From an optimization exercise on the open Yosys and OpenROAD flow, aimed at small area, a short achievable clock period and few clock cycles per item; shortcuts taken in it are not production practice.
RTL that was checked went through simulation tests only; none was proved equivalent to the original.
Power and IR drop assume default switching activity.

run A:
Design dwibus_codec, start of the top module:
module dwibus_codec (
    input  wire         clk,
    input  wire         rst,         
    input  wire         start,       
    input  wire         op,          
    input  wire [7:0]   self_addr,   
    input  wire [479:0] frame_in,
    output wire         ready,
    output reg          done,        
    output wire [7:0]   status,
    output wire [7:0]   crc,
    output wire [479:0] frame_out
);
clock: 5.0 ns
lec_check: 0
cap_margin: 20
core_area: 10 10 290 290
cts_buf_list: sky130_fd_sc_hd__clkbuf_4 sky130_fd_sc_hd__clkbuf_8
die_area: 0 0 300 300
place_density: 0.6
setup_slack_margin: 2.7
slew_margin: 20
synth_hierarchical: 1
synth_minimum_keep_size: 0
standard.sh (not shown) runs the stock make flow with config.mk's settings and CLKGATE_MAP_FILE= SYNTH_SCRIPT=/design/flow/synth_recipe.tcl, a recipe that flattens the netlist after the stock synthesis.
==> flow/flow/run.sh <==
#!/bin/bash
# Own layout flow: the standard flow, with each port buffered by the
# smallest buffer (buf_1) instead of the one buffer_ports picks by default.
set -euo pipefail
bash standard.sh "BUFFER_PORTS_ARGS=-buffer_cell sky130_fd_sc_hd__buf_1" finish > standard_flow.log 2>&1
Testbench counts of run A, summed over its fixed seeds: cycles 3,840, frames 1,920.
#### Input delta (run B over run A)
- SETUP_SLACK_MARGIN: 2.7 -> 2.5
--- outcome ---
Run B leaves more setup margin than run A. Relative to run A, the final cell area reported for run B is lower. The final weighted congestion in routability-driven placement in run B is 0.897 times that in run A. Between run A and run B, clock group share of total power increased. Total met2 wirelength after detailed routing went down by a little under 10% going from run A to run B. Run B ended up with syn_q[7] as its start point of the critical path; run A ended up with syn_q[5].
Here is what was changed in the inputs of run C compared with run B.
- a change of SETUP_SLACK_MARGIN from 2.5 to 2.1
--- outcome ---
Run C: no failed stages, no open violations at the end
Run C ended with more worst endpoint required time than run B.
Fmax: run C < run B
Of the two values seen for critical path start-end classification, flip-flop to primary output was produced by run B and primary input to flip-flop by run C.
Final standard cell area without fillers in run C is 5.0% lower than in run B


Another version of the RTL of dwibus_codec (not shown whole).
For scale: ~990 I/O pins, roughly 21,000 sq um of cells after synthesis.
Settings: LEC_CHECK=0, CAP_MARGIN=20, CORE_AREA=10 10 290 290, CTS_BUF_LIST=sky130_fd_sc_hd__clkbuf_4 sky130_fd_sc_hd__clkbuf_8, DIE_AREA=0 0 300 300, PLACE_DENSITY=0.6, SETUP_SLACK_MARGIN=2.1, SLEW_MARGIN=20, SYNTH_HIERARCHICAL=1, SYNTH_MINIMUM_KEEP_SIZE=0, TNS_END_PERCENT=20; clock period 5.0 ns.
Scripts as last shown in full above: flow/flow/run.sh
Testbench counts at the start, summed over its fixed seeds: cycles 3,840, frames 1,920.
Next try:
- CAP_MARGIN: 20 -> 5
- SLEW_MARGIN: 20 -> 5
- TNS_END_PERCENT: 20 -> not set
Maximum frequency climbs by 0.89%; hold slack is better by 0.0086 ns; critical path depth is unchanged; combinational power went up by about 0.5%.
Next try:
- CAP_MARGIN: 5 -> 20
- PLACE_DENSITY: 0.6 -> 0.5
- SLEW_MARGIN: 5 -> 20
The new run ran to the end with no violations.
Final cell count went up by 0.46%.
Global-route usage went up by 0.76 points.
Critical path depth went up by 1.
Register-to-register slack is worse by 0.04 ns.
Setup slack is worse by 0.045 ns.
Sequential cell count does not change.
Design area went up by 0.78%.
Clock skew went down by 0.032 ns.
Sequential power is about the same.
First-iteration DRC count went up by 12%.
Area after synthesis is unchanged.


branch indigo:
dwibus_codec, a different RTL version from the one above (not shown whole).
Size in the first run: about 1500 cells after synthesis, ~23000 µm² of cells after synthesis.
Settings: LEC_CHECK=0, CAP_MARGIN=20, CORE_AREA=10 10 290 290, DIE_AREA=0 0 300 300, PLACE_DENSITY=0.6, SETUP_SLACK_MARGIN=2.6, SLEW_MARGIN=20, SYNTH_HIERARCHICAL=1, SYNTH_MINIMUM_KEEP_SIZE=0; clock period 5.0 ns.
Scripts as last shown in full above: flow/flow/run.sh
Per the final summary, branch indigo finished and its layout is clean on timing, DRC and antenna.
Modified inputs, branch ember compared to branch indigo
- a change of SETUP_SLACK_MARGIN from 2.6 to 2.9
Count of clock-buffer cells in the layout (branch ember vs. branch indigo) increases by a little under 10%
From branch indigo to branch ember the numbers moved as follows: total number of cells along the worst setup path went up by 1, number of vias after detailed routing now larger, area added between synthesis and finish rose by 14 points, required arrival time at the worst endpoint went up by 0.02 ns.
branch indigo → branch ember: part of the power in combinational logic grew by 0.5 points; portion of total power attributed to the clock network grew by 0.6 points.
No functional check of the RTL was part of any run of this note.


Setup of sierra:
RTL: one of the versions met above, not the one the previous note started from.
Size in the first run: ~480 flip-flops, about 990 I/O pins, about 0.021 mm^2 of cells after synthesis.
clock: 5.0 ns
lec_check: 0
cap_margin: 20
core_area: 10 10 290 290
cts_cluster_diameter: 60
cts_cluster_size: 30
die_area: 0 0 300 300
place_density: 0.6
setup_slack_margin: 2.1
slew_margin: 20
synth_hierarchical: 1
synth_minimum_keep_size: 0
Scripts as last shown in full above: flow/flow/run.sh
No stage failed in sierra, and the final checks on the layout all came back clean.
Testbench counts of sierra, summed over its fixed seeds: cycles 3,840, frames 1,920.
For harbor, these inputs were changed with respect to sierra:
- a deleted CTS_CLUSTER_SIZE that had been 30
- a deleted CTS_CLUSTER_DIAMETER that had been 60
- an added CTS_BUF_LIST of sky130_fd_sc_hd__clkbuf_4
- harbor ran to completion and came out clean on the timing, DRC and antenna checks.
- harbor reports its worst hold path class as input port to flop while sierra reports flop to flop.
- Power: harbor draws less than sierra
- From sierra to harbor the numbers moved as follows: clock slew at the register clock pins of the worst setup and hold paths went down, post-route worst setup slack now smaller, post-CTS setup repair buffer count +1, area added between synthesis and finish increased by 0.48 points relative to the old numbers.
- Diff sierra -> harbor: final-layout non-clock buffer area share now sits higher; switching power total dropped about 0.9%.
- sierra tops out at a higher clock frequency than harbor.
- Taking sierra as the reference, in harbor clock power share shows a reduction of 1.3 points; part of the total power dissipated in combinational logic shows an increase of 1.0 points.
- Compared with sierra, summed area of non-filler cells in the final layout in harbor increased slightly.
[inputs] xenon vs harbor
- swapping sky130_fd_sc_hd__clkbuf_4 for sky130_fd_sc_hd__clkbuf_4 sky130_fd_sc_hd__clkbuf_8 in CTS_BUF_LIST
## What came out
| power | xenon vs harbor | worse |. In the metrics for harbor and xenon, the one carrying the lower final clock period utilization by the worst path is xenon. The higher arrival time at the worst endpoint of harbor and xenon is in xenon. xenon reports a lower length of routed wiring on met1 than harbor does. Summary — critical path's largest stage delay, xenon relative to harbor: higher, by 0.13 ns.
Input-level comparison between garnet and xenon:
- changing SETUP_SLACK_MARGIN from 2.1 to 2.3
Notes after the runs:
Routed wire length came out higher on garnet than on xenon. xenon → garnet: filler cell count moved down; worst vdd rail ir drop moved down; post-detailed-placement half-perimeter wirelength level. For net switching component of the power, dividing the value from xenon by the value from garnet gives 0.945. Going from xenon to garnet, cell area grew by 0.0020 mm^2; placement-stage worst setup slack fell by 0.0061 ns; combinational fraction of design power went up; count of clock-buffer cells in the layout rose by 7.
--- input diff garnet..lagoon ---
- SETUP_SLACK_MARGIN changed from 2.3 to 2.0
Notes after the runs:
Comparing garnet and lagoon, combinational power is higher on garnet. syn_q[6]$_DFF_P_ as the startpoint of the worst setup timing path was reported by garnet, and img[384]$_DFFE_PN_ by lagoon. [lagoon] hold slack rose 0.0061 ns relative to garnet. Maximum count of clock buffers along a single path: lagoon vs garnet identical. Comparing garnet and lagoon, the lower met3 track demand over resource was measured on garnet. Diff garnet and lagoon: wire length of the first global-routing pass lower in lagoon. The standard cells in lagoon occupy less silicon area than those in garnet do. Taking garnet as the reference, in lagoon via count decreased by 416 relative to the old numbers; maximum frequency from static timing analysis dropped about 5%; cell count of the worst reg-to-reg path lost 1; total wirelength of the detailed-routed design fell by 2.2%. Looking at number of antenna violations at the first check in global routing, lagoon sits 6 higher than garnet does.
Input changes introduced in raven (baseline for comparison: lagoon):
- changing SETUP_SLACK_MARGIN from 2.0 to 1.9
Findings:
raven: PASS, flow complete, no timing, DRC or antenna violations
lagoon → raven: average wire per cell in the routed design ~0 delta; met2 wire length lost about 0.45%; design area lower.
When raven is measured against lagoon, its relative contribution of the clock network to total power turns out 0.2 points higher.
[compare] base=lagoon new=raven: via count was more or less identical; total power of the final layout went down by 0.57%; post-layout utilization of the core went down by 0.23 points.


Setup of run 1:
dwibus_codec, a different RTL version from the one above (not shown whole).
For scale: ~1400 cells after synthesis, ~480 flip-flops, about 22000 sq um of cells after synthesis.
==> flow/design.v (excerpt) <==
module dwibus_codec (
    input  wire         clk,
    input  wire         rst,         
    input  wire         start,       
    input  wire         op,          
    input  wire [7:0]   self_addr,   
    input  wire [479:0] frame_in,
    output wire         ready,
    output reg          done,        
    output wire [7:0]   status,
    output wire [7:0]   crc,
    output wire [479:0] frame_out
);
clock: 5.0 ns
lec_check: 0
cap_margin: 20
core_area: 10 10 290 290
cts_buf_list: sky130_fd_sc_hd__clkbuf_4 sky130_fd_sc_hd__clkbuf_8
die_area: 0 0 300 300
place_density: 0.6
setup_slack_margin: 2.3
slew_margin: 20
synth_hierarchical: 1
synth_minimum_keep_size: 0
Scripts as last shown in full above: flow/flow/run.sh
Testbench counts of run 1, summed over its fixed seeds: cycles 3,840, frames 1,920.
The following lists how run 2 was set up differently from run 1:
Settings: SETUP_SLACK_MARGIN now 2.0, was 2.3.
Results
- Share of the clock period used by the worst path after layout delta for run 2 relative to run 1: 6.9 points higher
- Diff run 1 -> run 2: clock buffer instance count of the final layout went up by about 8%; utilization -2.4 points; final total power went down.
- Run 2 — combinational share of power 2.4 points lower, run 1 as reference
- Fraction of area in registers, run 1 and run 2: larger value in run 2
- Summary of the comparison: depth of the critical timing path with buffers and inverters included is higher in run 2, relative to run 1.
- status[4] as the worst setup path endpoint was reported by run 1, and syn_q[6] by run 2.
Setup changes, run 2 to run 3
Settings: changing CORE_AREA from 10 10 290 290 to 8 8 242 242; changing DIE_AREA from 0 0 300 300 to 0 0 250 250; changing SETUP_SLACK_MARGIN from 2.0 to 2.3; setting GPL_TIMING_DRIVEN to 1 for the first time; changing PLACE_DENSITY from 0.6 to 0.7; removing CTS_BUF_LIST (formerly sky130_fd_sc_hd__clkbuf_4 sky130_fd_sc_hd__clkbuf_8).
Findings:
- What ended run 3 was a tool error in I/O pin placement; the run never finished.
- Between run 3 and run 2, initial core utilization is lower for run 2, run 3 comes in above that.
- Post-synthesis area per instance: run 3 vs run 2 identical
- Reported for run 3 and run 2, simple-gate area share of the yosys netlist turned out identical to the last digit.
- [compare] base=run 2 new=run 3: share of the synthesized area in compound gates (AO/OA/AOI/OAI) level; x dimension of the die moved down; xor-xnor portion of the synthesized cell area level; floorplan row count moved down; synthesized area level.
- Run 3 -> run 2: portion of the post-synthesis area used by sequential elements flat
- Run 3 reports a lower die boundary height than run 2 does.
Input-level comparison between run 4 and run 3:
Settings: DIE_AREA changed from 0 0 250 250 to 0 0 300 300; GPL_TIMING_DRIVEN removed (was 1); SETUP_SLACK_MARGIN changed from 2.3 to 2.4; PLACE_DENSITY changed from 0.7 to 0.6; CTS_BUF_LIST newly set to sky130_fd_sc_hd__clkbuf_4 sky130_fd_sc_hd__clkbuf_8; CORE_AREA changed from 8 8 242 242 to 10 10 290 290.
Findings:
The sole clean run among run 3 and run 4 is run 4.
| count of flip-flops with a built-in enable after synthesis | run 4 vs run 3 | ≈ equal |
Relative to run 3, number of cell rows has increased by 17 in run 4.
Diff run 3..run 4 | synthesized-area fraction occupied by ao, oa, aoi and oai cells | unchanged
Die outline width was higher in run 4 than in run 3.
Per the comparison of run 4 with run 3, share of the yosys chip area belonging to registers neither gained nor lost much; area after synthesis ~0 delta; die extent in y went up 50 um; post-synthesis instance total roughly the same; starting density of the core shows a reduction of 12 points.
Input-level comparison between run 5 and run 4:
Settings: CTS_BUF_LIST: sky130_fd_sc_hd__clkbuf_4 sky130_fd_sc_hd__clkbuf_8 -> unset; CTS_CLUSTER_DIAMETER: unset -> 60; CTS_CLUSTER_SIZE: unset -> 30; SETUP_SLACK_MARGIN: 2.4 -> 2.3.
Findings:
Summary of run 5 over run 4: via count of the first global-routing pass went down; first-iteration DRC count went up; relative contribution of combinational cells to total power went down. Looking only at footprint of the multi-input gates, and setting everything else aside, the lower value of run 5 and run 4 goes to run 5. Higher sequential share of cell area among run 5 and run 4: run 5. syn_q[3] as the startpoint of the most critical setup path was reported by run 5, and syn_q[1] by run 4. From run 4 to run 5 the numbers moved as follows: via count decreased 367, area added between synthesis and finish went down by 4.1 points, final period demand of the worst path shows a reduction of 0.027 ns.
## Diff of input files: run 6 against run 5
Settings: CTS_CLUSTER_DIAMETER removed (was 60); CTS_CLUSTER_SIZE removed (was 30).
### Flow results
On utilization after layout, run 5 tracks run 6 almost exactly. From run 5 to run 6 the numbers moved as follows: area of the die ~0 delta; number of synthesized flops with an enable pin roughly the same; clock power share shows an increase of 0.9 points; power up 0.00012 W; maximum clock skew at final layout went down by 0.012 ns. Going from run 5 to run 6, area of combinational cells with multiple inputs saw little to no change; time the final worst path needs with I/O delays and setup up 0.0074 ns; synthesized cell count was more or less identical; setup slack shrank by 0.0074 ns. Via count on run 6 is behind run 5.

[what the ideal ports hide]
The flow's constraints put no driver on any port. The routed layouts listed below were extracted and timed again, unchanged, in two steps.
Step 1 sets driving cells, clkbuf_16 on the clock port and buf_2 on the other inputs (assumed; they add their load-dependent delay and slew).
Step 2 times the ports against the registers' clock, not the clock port: input delays grow and output delays shrink by t, the midpoint of the rising clock arrivals with the driver on.
Three values: no drivers, after step 1, after step 2; two values: the first two.
run | t (ns) | setup slack, ns | hold WS [ns] | worst setup path after step 2
run A | 0.726 | 2.235 / 2.177 / 2.020 | 0.494 / 0.473 / 0.534 | input to register
run B | 0.714 | 2.372 / 2.312 / 1.872 | 0.436 / 0.436 / 0.436 | input to register
run C | 0.733 | 2.227 / 2.228 / 1.526 | 0.482 / 0.449 / 0.496 | input to register
the first run of note 2 | 0.705 | 2.204 / 2.204 / 1.584 | 0.436 / 0.436 / 0.436 | input to register
the second run of note 2 | 0.730 | 2.228 / 2.211 / 1.610 | 0.444 / 0.429 / 0.444 | input to register
the third run of note 2 | 0.726 | 2.184 / 2.150 / 1.619 | 0.442 / 0.442 / 0.442 | input to register
branch indigo | 0.655 | 2.392 / 2.392 / 1.922 | 0.529 / 0.528 / 0.529 | input to register
branch ember | 0.645 | 2.463 / 2.415 / 1.839 | 0.451 / 0.451 / 0.451 | input to register
sierra | 0.651 | 2.207 / 2.207 / 1.625 | 0.450 / 0.450 / 0.450 | input to register
harbor | 0.973 | 2.058 / 2.000 / 1.595 | 0.196 / 0.171 / 0.448 | input to register
xenon | 0.730 | 2.228 / 2.211 / 1.610 | 0.444 / 0.429 / 0.444 | input to register
garnet | 0.726 | 2.296 / 2.240 / 1.695 | 0.438 / 0.438 / 0.438 | input to register
lagoon | 0.732 | 2.155 / 2.155 / 1.608 | 0.444 / 0.428 / 0.444 | input to register
raven | 0.730 | 2.083 / 2.083 / 1.611 | 0.444 / 0.428 / 0.444 | input to register
run 1 | 0.733 | 2.333 / 2.266 / 1.720 | 0.457 / 0.439 / 0.457 | input to register
run 2 | 0.728 | 1.988 / 1.988 / 1.501 | 0.438 / 0.438 / 0.438 | input to register
run 4 | 0.751 | 2.324 / 2.258 / 1.799 | 0.453 / 0.421 / 0.473 | input to register
run 5 | 0.651 | 2.351 / 2.286 / 1.822 | 0.461 / 0.461 / 0.461 | input to register
run 6 | 0.659 | 2.343 / 2.321 / 1.835 | 0.458 / 0.458 / 0.458 | input to register
After both steps every run listed still meets setup and hold. For run C, which loses most, drivers alone change the setup slack by +0.001 ns; drivers and shift together by -0.701 ns.
